Source: an optimization exercise on an open RTL-to-GDS flow (aim: small area, a short achievable clock period and few clock cycles). Production flows keep margins and buffers that such runs may drop.
At most, simulation tests tie the RTL to the original design; equivalence was not proved.
No activity file was given, so power comes from the tool's default toggle rates.

Setup of 01-05:
Design dbc3_comp, start of the top module:
module dbc3_comp (
    input  wire        clk,
    input  wire        rst,
    input  wire        cfg_we,
    input  wire [5:0]  cfg_addr,
    input  wire [15:0] cfg_data,
    input  wire        start,
    output wire        ready,
    output reg         done,
    output reg  [1:0]  prio_oor,
    output wire        mem_req,
    output wire [2:0]  mem_layer,
    output wire [17:0] mem_addr,
    input  wire        mem_gnt,
    input  wire [7:0]  mem_rdata,
    output wire        fb_valid,
    input  wire        fb_ready,
    output wire [8:0]  fb_x,
    output wire [8:0]  fb_y,
    output wire [15:0] fb_data
);
    localparam RB = 3;                
    localparam NR = 5;                
    reg [8:0]  scroll     [0:15];    
    reg [15:0] pal_base   [0:7];
    reg [7:0]  pal_mask   [0:7];
    reg [7:0]  trans_pen  [0:7];
    reg [7:0]  trans_mask [0:7];
    reg [7:0]  layer_en;
    reg [4:0]  pri0, pri1;           
    reg        oor0, oor1;           
    reg [15:0] bg_color;
    reg [8:0]  fb_w_m1, fb_h_m1;
    always @(posedge clk) begin
        if (cfg_we) begin
            case (cfg_addr[5:3])
                3'd0, 3'd1: scroll[cfg_addr[3:0]] <= cfg_data[8:0];
                3'd2: pal_base[cfg_addr[2:0]]   <= cfg_data;
                3'd3: pal_mask[cfg_addr[2:0]]   <= cfg_data[7:0];
                3'd4: trans_pen[cfg_addr[2:0]]  <= cfg_data[7:0];
                3'd5: trans_mask[cfg_addr[2:0]] <= cfg_data[7:0];
                3'd6: begin
                    case (cfg_addr[2:0])
                        3'd0: layer_en  <= cfg_data[7:0];
                        3'd1: begin
                            oor0 <= cfg_data[7:0] > 8'd23;
  ...
Size in the first run: roughly 2200 cells after synthesis, about 830 flip-flops, ~97 I/O pins, roughly 0.033 sq mm of cells after synthesis.
==> flow/config.mk <==
export PLATFORM = sky130hd
export DESIGN_NAME = dbc3_comp
export DESIGN_NICKNAME = dbc3_comp
export VERILOG_FILES = /design/flow/design.v
export SDC_FILE = /design/flow/constraint.sdc
export NUM_CORES = 4
export LEC_CHECK = 0
export CAP_MARGIN = 20
export CORE_MARGIN = 2
export CORE_UTILIZATION = 40
export PLACE_DENSITY = 0.6
export SETUP_SLACK_MARGIN = 5.0
export SLEW_MARGIN = 20
==> flow/constraint.sdc <==
create_clock -name core_clock -period 8.0 [get_ports {clk}]
set_input_delay 1.6000 -clock core_clock [delete_from_list [all_inputs] [get_ports {clk}]]
set_output_delay 1.6000 -clock core_clock [all_outputs]
set_load 0.01 [all_outputs]
run.sh (not shown) runs the stock make flow with config.mk's settings and CLKGATE_MAP_FILE= SYNTH_SCRIPT=/design/flow/synth_recipe.tcl, a recipe that flattens the netlist after the stock synthesis.
Input changes introduced in 01-15 (baseline for comparison: 01-05):
Settings: a change of PLACE_DENSITY from 0.6 to 0.7; a change of CORE_UTILIZATION from 40 to 55.
## What came out
When the final numbers for 01-05 and 01-15 were put side by side, the share of power burned in combinational logic turned out to be smaller in 01-05.
Going from 01-05 to 01-15, floorplan die area shrinks by about 27%.
Higher count of filler cells inserted in the layout was reported by 01-05, not 01-15.
STATUS wire length after detailed routing: 01-15 loses against 01-05
Function was not checked in any run of this note: the RTL went through the layout flow alone.

========
dbc3_comp, a different RTL version from the one above (not shown whole).
For scale: roughly 2300 cells after synthesis, ~920 flip-flops, about 97 I/O pins, ~36000 um2 of cells after synthesis.
clock: 8.0 ns
lec_check: 0
cap_margin: 20
core_margin: 2
core_utilization: 40
cts_buf_list: sky130_fd_sc_hd__clkbuf_4 sky130_fd_sc_hd__clkbuf_8
place_density: 0.6
setup_slack_margin: 5.0
slew_margin: 20
The first run ran to the end with no violations.
Edit:
Settings changed: CTS_BUF_LIST sky130_fd_sc_hd__clkbuf_4 sky130_fd_sc_hd__clkbuf_8 to not set.
Result:
- The new run completed without violations
- combinational power rises by a few percent
- flip-flop and latch count does not change
- clock power grows by a few percent
- cell area rises slightly
- routed wire length increases slightly
- global-route usage increases by 0.35 points
- core utilization rose by 0.84 points
- critical path depth climbs by 5
Function was not checked in any run of this note: the RTL went through the layout flow alone.

========
Another version of the RTL of dbc3_comp (not shown whole).
Size in the first run: roughly 2100 cells after synthesis, roughly 830 flip-flops, roughly 33000 um^2 of cells after synthesis.
clock: 8.0 ns
lec_check: 0
cap_margin: 20
core_margin: 2
core_utilization: 40
cts_cluster_diameter: 90
cts_cluster_size: 25
place_density: 0.6
setup_slack_margin: 5.0
slew_margin: 20
Testbench counts at the start, summed over its fixed seeds: cycles 80,464.
Then changed:
- CTS_CLUSTER_DIAMETER: 90 -> 80
- CTS_CLUSTER_SIZE: 25 -> 20
Outcome:
- The new run finished with timing, DRC and antenna clean
- register-to-register slack got worse by 0.05 ns
- cell area drops slightly
- critical path depth does not change
- worst setup slack got worse by 0.052 ns
- core utilization drops by 0.49 points
- sequential cell count does not change
- worst hold slack hardly moves
- synthesized cell count stays the same

========
Another version of the RTL of dbc3_comp (not shown whole).
Size in the first run: ~1,900 cells after synthesis, ~840 flip-flops, about 97 I/O pins, roughly 33,000 um^2 of cells after synthesis.
==> flow/config.mk <==
export PLATFORM = sky130hd
export DESIGN_NAME = dbc3_comp
export DESIGN_NICKNAME = dbc3_comp
export VERILOG_FILES = /design/flow/design.v
export SDC_FILE = /design/flow/constraint.sdc
export NUM_CORES = 4
export LEC_CHECK = 0
export CAP_MARGIN = 5
export CORE_MARGIN = 2
export CORE_UTILIZATION = 50
export CTS_CLUSTER_DIAMETER = 80
export CTS_CLUSTER_SIZE = 20
export PLACE_DENSITY = 0.7
export SETUP_SLACK_MARGIN = 5.0
export SLEW_MARGIN = 5
==> flow/constraint.sdc <==
create_clock -name core_clock -period 8.0 [get_ports {clk}]
set_input_delay 1.6000 -clock core_clock [delete_from_list [all_inputs] [get_ports {clk}]]
set_output_delay 1.6000 -clock core_clock [all_outputs]
set_load 0.01 [all_outputs]
Testbench counts at the start, summed over its fixed seeds: cycles 80,488.
==> next run, changes <==
Settings changed: CAP_MARGIN 5 to 20, CORE_UTILIZATION 50 to 70, PLACE_DENSITY 0.7 to 0.85, SLEW_MARGIN 5 to 20.
Outcome:
- via count went up by 8.3%
- setup slack got worse by 0.10 ns
- die area drops by 28%
==> next run, changes <==
Settings changed: CORE_UTILIZATION 70 to 40, PLACE_DENSITY 0.85 to 0.6.
Via count came out lower by 7.5%.
Final cell count rises by 18%.
Worst hold slack hardly moves.
Clock power hardly moves.
Total power barely changes.
Combinational power went down by about 4%.
Non-clock buffer count goes up by 17.
==> next run, changes <==
Settings changed: CORE_UTILIZATION 40 to 50, PLACE_DENSITY 0.6 to 0.7.
Result: Area after synthesis does not change; wire length shrinks by 3.6%; combinational power grows by about 2%; count of clock-buffer cells in the layout stays the same; design area falls by 1.2%; die area fell by 20%; global-route usage grows by 3.5 points; final cell count drops by 6.9%; total power hardly moves.

========
## red
dbc3_comp, a different RTL version from the one above (not shown whole).
Size: ~2,400 cells after synthesis, about 97 I/O pins, ~0.037 mm2 of cells after synthesis.
## dbc3_comp
module dbc3_comp (
    input  wire        clk,
    input  wire        rst,
    input  wire        cfg_we,
    input  wire [5:0]  cfg_addr,
    input  wire [15:0] cfg_data,
    input  wire        start,
    output wire        ready,
    output reg         done,
    output reg  [1:0]  prio_oor,
    output wire        mem_req,
    output wire [2:0]  mem_layer,
    output wire [17:0] mem_addr,
    input  wire        mem_gnt,
    input  wire [7:0]  mem_rdata,
    output wire        fb_valid,
    input  wire        fb_ready,
    output wire [8:0]  fb_x,
    output wire [8:0]  fb_y,
    output wire [15:0] fb_data
);
    localparam RB = 3;                
    localparam NR = 1 << RB;
    reg [8:0]  scroll     [0:15];    
    reg [15:0] pal_base   [0:7];
    reg [7:0]  pal_mask   [0:7];
    reg [7:0]  trans_pen  [0:7];
    reg [7:0]  trans_mask [0:7];
    reg [7:0]  layer_en;
    reg [7:0]  priority0, priority1;
    reg [15:0] bg_color;
    reg [8:0]  fb_w_m1, fb_h_m1;
    always @(posedge clk) begin
        if (cfg_we) begin
            case (cfg_addr[5:3])
  ...
make LEC_CHECK=0 ABC_CLOCK_PERIOD_IN_PS=3000 CAP_MARGIN=20 CORE_MARGIN=2 CORE_UTILIZATION=40 PLACE_DENSITY=0.6 SLEW_MARGIN=20 finish   # period 8.0 ns
For blue, these inputs were changed with respect to red:
--- a/flow/config.mk
+++ b/flow/config.mk
@@ -7,3 +7,2 @@
 export LEC_CHECK = 0
-export ABC_CLOCK_PERIOD_IN_PS = 3000
 export CAP_MARGIN = 20
==> comparison <==
blue and red ended up with nearly the same instance count along the most critical hold path.
On setup slack, blue and red are neck and neck.
Comparing red against blue, there is no change at all in part of the cycle the worst path needs.
Re total vias in the final route: no difference whatsoever between red and blue.
Comparing blue against red, there is no change at all in average cell area after synthesis.
No run of this note included a check of the RTL's function; only the layout flow was run.

========
The RTL this note starts from:
==> flow/design.v <==
module dbc3_comp (
    input  wire        clk,
    input  wire        rst,
    input  wire        cfg_we,
    input  wire [5:0]  cfg_addr,
    input  wire [15:0] cfg_data,
    input  wire        start,
    output wire        ready,
    output reg         done,
    output reg  [1:0]  prio_oor,
    output wire        mem_req,
    output wire [2:0]  mem_layer,
    output wire [17:0] mem_addr,
    input  wire        mem_gnt,
    input  wire [7:0]  mem_rdata,
    output wire        fb_valid,
    input  wire        fb_ready,
    output wire [8:0]  fb_x,
    output wire [8:0]  fb_y,
    output wire [15:0] fb_data
);
    localparam RB = 3;                
    localparam NR = 8;                
    reg [8:0]  scroll     [0:15];    
    reg [15:0] pal_base   [0:7];
    reg [7:0]  pal_mask   [0:7];
    reg [7:0]  trans_pen  [0:7];
    reg [7:0]  trans_mask [0:7];
    reg [7:0]  layer_en;
    reg [7:0]  priority0, priority1;
    reg [15:0] bg_color;
    reg [8:0]  fb_w_m1, fb_h_m1;
    always @(posedge clk) begin
        if (cfg_we) begin
            case (cfg_addr[5:3])
                3'd0, 3'd1: scroll[cfg_addr[3:0]] <= cfg_data[8:0];
                3'd2: pal_base[cfg_addr[2:0]]   <= cfg_data;
                3'd3: pal_mask[cfg_addr[2:0]]   <= cfg_data[7:0];
                3'd4: trans_pen[cfg_addr[2:0]]  <= cfg_data[7:0];
                3'd5: trans_mask[cfg_addr[2:0]] <= cfg_data[7:0];
                3'd6: begin
                    case (cfg_addr[2:0])
                        3'd0: layer_en  <= cfg_data[7:0];
                        3'd1: priority0 <= cfg_data[7:0];
                        3'd2: priority1 <= cfg_data[7:0];
                        3'd3: bg_color  <= cfg_data;
                        3'd4: fb_w_m1   <= cfg_data[8:0];
                        3'd5: fb_h_m1   <= cfg_data[8:0];
                        default: ;
                    endcase
                end
                default: ;
            endcase
        end
    end
    function [7:0] pri_row;       
        input [4:0] p;
        begin
            case (p)
                5'd0:  pri_row = {2'd3, 2'd2, 2'd1, 2'd0};
                5'd1:  pri_row = {2'd2, 2'd3, 2'd1, 2'd0};
                5'd2:  pri_row = {2'd3, 2'd1, 2'd2, 2'd0};
                5'd3:  pri_row = {2'd1, 2'd3, 2'd2, 2'd0};
                5'd4:  pri_row = {2'd2, 2'd1, 2'd3, 2'd0};
                5'd5:  pri_row = {2'd1, 2'd2, 2'd3, 2'd0};
                5'd6:  pri_row = {2'd3, 2'd2, 2'd0, 2'd1};
                5'd7:  pri_row = {2'd2, 2'd3, 2'd0, 2'd1};
                5'd8:  pri_row = {2'd3, 2'd0, 2'd2, 2'd1};
                5'd9:  pri_row = {2'd0, 2'd3, 2'd2, 2'd1};
                5'd10: pri_row = {2'd2, 2'd0, 2'd3, 2'd1};
                5'd11: pri_row = {2'd0, 2'd2, 2'd3, 2'd1};
                5'd12: pri_row = {2'd3, 2'd1, 2'd0, 2'd2};
                5'd13: pri_row = {2'd1, 2'd3, 2'd0, 2'd2};
                5'd14: pri_row = {2'd3, 2'd0, 2'd1, 2'd2};
                5'd15: pri_row = {2'd0, 2'd3, 2'd1, 2'd2};
                5'd16: pri_row = {2'd1, 2'd0, 2'd3, 2'd2};
                5'd17: pri_row = {2'd0, 2'd1, 2'd3, 2'd2};
                5'd18: pri_row = {2'd2, 2'd1, 2'd0, 2'd3};
                5'd19: pri_row = {2'd1, 2'd2, 2'd0, 2'd3};
                5'd20: pri_row = {2'd2, 2'd0, 2'd1, 2'd3};
                5'd21: pri_row = {2'd0, 2'd2, 2'd1, 2'd3};
                5'd22: pri_row = {2'd1, 2'd0, 2'd2, 2'd3};
                default: pri_row = {2'd0, 2'd1, 2'd2, 2'd3};
            endcase
        end
    endfunction
    wire oor0 = priority0 > 8'd23;
    wire oor1 = priority1 > 8'd23;
    reg        running;           
    reg        building;          
    reg        go;                
    reg        list_ok;           
    reg [3:0]  bpos;              
    reg        bfirst;            
    reg [3:0]  ncnt;              
    reg [2:0]  list [0:7];
    reg [8:0]  sx0, sy0;          
    assign ready = !running;
    wire       b_grp  = ~bpos[2];
    wire       b_en   = layer_en[b_lay] && !bpos[3];
    wire [7:0] b_row  = b_grp ? pri_row(oor1 ? 5'd0 : priority1[4:0])
                              : pri_row(oor0 ? 5'd0 : priority0[4:0]);
    wire [1:0] b_sub  = b_row >> {bpos[1:0], 1'b0};
    wire [2:0] b_lay  = {b_grp, b_sub};
    wire [2:0] nm1    = ncnt[2:0] - 3'd1;
    wire       any_en = (ncnt != 4'd0);
    reg [8:0]    cx, cy;
    reg [RB-1:0] ctag;
    reg          call;            
    reg          vi, qi;          
    reg [8:0]    xi, yi;
    reg [RB-1:0] ti;
    reg [2:0]    ji, li, ni;      
    reg [17:0]   ai;
    reg          vd, qd, gd;
    reg [8:0]    xd, yd;
    reg [RB-1:0] td;
    reg [2:0]    jd, ld, nd;
    reg [17:0]   cd;              
    assign mem_req   = vi && qi;
    assign mem_layer = li;
    assign mem_addr  = ai;
    wire [8:0] ssx   = scroll[{ni[2], 1'b0, ni[1:0]}];
    wire [8:0] ssy   = scroll[{ni[2], 1'b1, ni[1:0]}];
    reg [NR-1:0] busy, fin;
    reg [11:0]   rob [0:NR-1];
    reg [RB-1:0] otag;
    wire       vis   = ((mem_rdata & trans_mask[ld]) != trans_pen[ld]) && any_en;
    wire       last  = (jd == nm1);
    wire       dfin  = vd && qd && gd && (vis || last);
    wire       free  = !vd || dfin;
    wire       claim = free && go && !call && !busy[ctag];
    wire [2:0] jd2   = jd + 3'd2;
    reg        fbv;
    reg [15:0] fbd;
    reg [8:0]  ox, oy;
    assign fb_valid = fbv;
    assign fb_data  = fbd;
    assign fb_x     = ox;
    assign fb_y     = oy;
    wire [11:0] head  = rob[otag];
    wire        xfer  = fbv && fb_ready;
    wire        load  = running && fin[otag] && (!fbv || fb_ready);
    wire        lastp = (ox == fb_w_m1) && (oy == fb_h_m1);
    always @(posedge clk) begin
        if (cfg_we)
            list_ok <= 1'b0;
        if (rst) begin
            running <= 1'b0;
            building <= 1'b0;
            go      <= 1'b0;
            list_ok <= 1'b0;
            done    <= 1'b0;
            vi      <= 1'b0;
            vd      <= 1'b0;
            fbv     <= 1'b0;
            busy    <= {NR{1'b0}};
            fin     <= {NR{1'b0}};
        end else begin
            done <= 1'b0;
            if (!running) begin
                if (start) begin
                    running  <= 1'b1;
                    prio_oor <= {oor1, oor0};
                    building <= !list_ok;
                    go       <= list_ok;
                    bpos     <= 4'd0;
                    if (!list_ok)
                        ncnt <= 4'd0;
                    cx       <= 9'd0;
                    cy       <= 9'd0;
                    ctag     <= {RB{1'b0}};
                    call     <= 1'b0;
                    otag     <= {RB{1'b0}};
                    ox       <= 9'd0;
                    oy       <= 9'd0;
                end
            end
            bfirst <= building && b_en && (ncnt == 4'd0);
            if (bfirst) begin
                sx0 <= ssx;
                sy0 <= ssy;
            end
            if (building) begin
                if (b_en) begin
                    list[ncnt[2:0]] <= b_lay;
                    ncnt <= ncnt + 4'd1;
                end
                bpos <= bpos + 4'd1;
                if (bpos[3]) begin
                    building <= 1'b0;
                    list_ok  <= 1'b1;
                    go       <= 1'b1;
                end
            end
            if (free)
                vi <= claim;
            else
                vi <= 1'b1;
            vd <= vi;
            if (dfin) begin
                rob[td] <= {vis, ld, mem_rdata};
                fin[td] <= 1'b1;
            end
            if (claim) begin
                busy[ctag] <= 1'b1;
                ctag <= (ctag == NR - 1) ? {RB{1'b0}} : ctag + 1'b1;
                if (cx == fb_w_m1) begin
                    cx <= 9'd0;
                    cy <= cy + 9'd1;
                    if (cy == fb_h_m1)
                        call <= 1'b1;
                end else begin
                    cx <= cx + 9'd1;
                end
            end
            if (xfer) begin
                if (ox == fb_w_m1) begin
                    ox <= 9'd0;
                    oy <= oy + 9'd1;
                end else begin
                    ox <= ox + 9'd1;
                end
            end
            if (load) begin
                fbv <= 1'b1;
                fbd <= head[11] ? ({8'd0, head[7:0] & pal_mask[head[10:8]]} | pal_base[head[10:8]])
                                : bg_color;
                busy[otag] <= 1'b0;
                fin[otag]  <= 1'b0;
                otag <= (otag == NR - 1) ? {RB{1'b0}} : otag + 1'b1;
            end else if (xfer) begin
                fbv <= 1'b0;
            end
            if (xfer && lastp) begin
                done    <= 1'b1;
                running <= 1'b0;
                go      <= 1'b0;
            end
        end
    end
    always @(posedge clk) begin
        gd <= mem_gnt;
        xd <= xi;
        yd <= yi;
        td <= ti;
        jd <= ji;
        ld <= li;
        nd <= ni;
        cd <= {yi + ssy, xi + ssx};
        qd <= qi;
        if (free) begin
            qi <= 1'b1;
            xi <= cx;
            yi <= cy;
            ti <= ctag;
            ji <= 3'd0;
            li <= list[0];
            ni <= building ? b_lay : list[1];
            ai <= {cy + sy0, cx + sx0};
        end else if (gd || !qd) begin
            qi <= 1'b1;
            xi <= xd;
            yi <= yd;
            ti <= td;
            ji <= jd + 3'd1;
            li <= nd;
            ni <= list[jd2];
            ai <= cd;
        end else begin
            qi <= 1'b0;
            xi <= xd;
            yi <= yd;
            ti <= td;
            ji <= jd - 3'd1;
            li <= nd;
            ni <= ld;
            ai <= cd;
        end
    end
endmodule
clock: 8.0 ns
lec_check: 0
cap_margin: 20
core_margin: 2
core_utilization: 40
place_density: 0.6
slew_margin: 20
==> next run, changes <==
--- a/flow/config.mk
+++ b/flow/config.mk
@@ -11,2 +11,3 @@
 export PLACE_DENSITY = 0.6
+export SETUP_SLACK_MARGIN = 4.0
 export SLEW_MARGIN = 20
Result: Worst setup slack improves by 1.4 ns. Global-route usage goes up by 0.35 points. Die area stays the same. Worst hold slack improves by 0.0078 ns. Wire length goes up by a few percent. Clock skew goes down by 0.034 ns. Flip-flop and latch count stays the same. Non-clock buffer count goes up by 38. Area after synthesis does not change.
Function was not checked in any run of this note: the RTL went through the layout flow alone.

==> what the ideal ports hide <==
The flow's constraints put no driver on any port. The routed layouts listed below were extracted and timed again, unchanged, in two steps. Step 1 (the two cells are an assumption about what drives the block):
set clk [get_ports {clk}]
set_driving_cell -lib_cell sky130_fd_sc_hd__clkbuf_16 $clk
set_driving_cell -lib_cell sky130_fd_sc_hd__buf_2 [delete_from_list [all_inputs] $clk]
Step 2 times the ports against the registers' clock, not the clock port: input delays grow and output delays shrink by t, the midpoint of the rising clock arrivals with the driver on. a / b / c = no drivers / after step 1 / after step 2; a / b = the first two.
run | t (ns) | setup WS [ns] | hold slack, ns | worst register clock-pin slew, ns | pins driven straight from the clock port
01-05 | 0.695 | 4.920 / 4.942 / 4.247 | 0.326 / 0.326 / 0.326 | 0.07 / 0.07 | 1
01-15 | 0.678 | 4.916 / 4.925 / 4.247 | 0.332 / 0.332 / 0.332 | 0.07 / 0.07 | 1
the first run of note 2 | 0.860 | 4.787 / 4.830 / 3.970 | 0.308 / 0.308 / 0.308 | 0.07 / 0.07 | 1
the second run of note 2 | 0.716 | 4.941 / 4.965 / 4.249 | 0.325 / 0.325 / 0.325 | 0.06 / 0.06 | 1
the first run of note 3 | 0.669 | 4.880 / 4.880 / 4.324 | 0.328 / 0.328 / 0.328 | 0.10 / 0.10 | 1
the second run of note 3 | 0.677 | 4.828 / 4.828 / 4.360 | 0.330 / 0.330 / 0.330 | 0.09 / 0.09 | 1
the first run of note 4 | 0.682 | 4.951 / 4.942 / 4.260 | 0.324 / 0.324 / 0.324 | 0.09 / 0.09 | 1
the second run of note 4 | 0.667 | 4.847 / 4.854 / 4.187 | 0.329 / 0.329 / 0.329 | 0.10 / 0.10 | 1
the third run of note 4 | 0.677 | 5.008 / 4.985 / 4.309 | 0.329 / 0.329 / 0.329 | 0.09 / 0.09 | 1
the fourth run of note 4 | 0.674 | 4.983 / 4.970 / 4.372 | 0.326 / 0.326 / 0.326 | 0.09 / 0.09 | 1
red | 0.714 | 1.108 / 1.108 / 1.108 | 0.415 / 0.415 / 0.415 | 0.07 / 0.07 | 1
blue | 0.714 | 1.108 / 1.108 / 1.108 | 0.415 / 0.415 / 0.415 | 0.07 / 0.07 | 1
the first run of note 6 | 0.688 | 2.577 / 2.577 / 2.217 | 0.319 / 0.319 / 0.319 | 0.07 / 0.07 | 1
the second run of note 6 | 0.698 | 3.971 / 3.971 / 3.431 | 0.327 / 0.327 / 0.327 | 0.06 / 0.06 | 1
After both steps setup and hold are still met in every run listed. For the first run of note 2, which loses most, drivers alone change the setup slack by +0.043 ns; drivers and shift together by -0.817 ns.
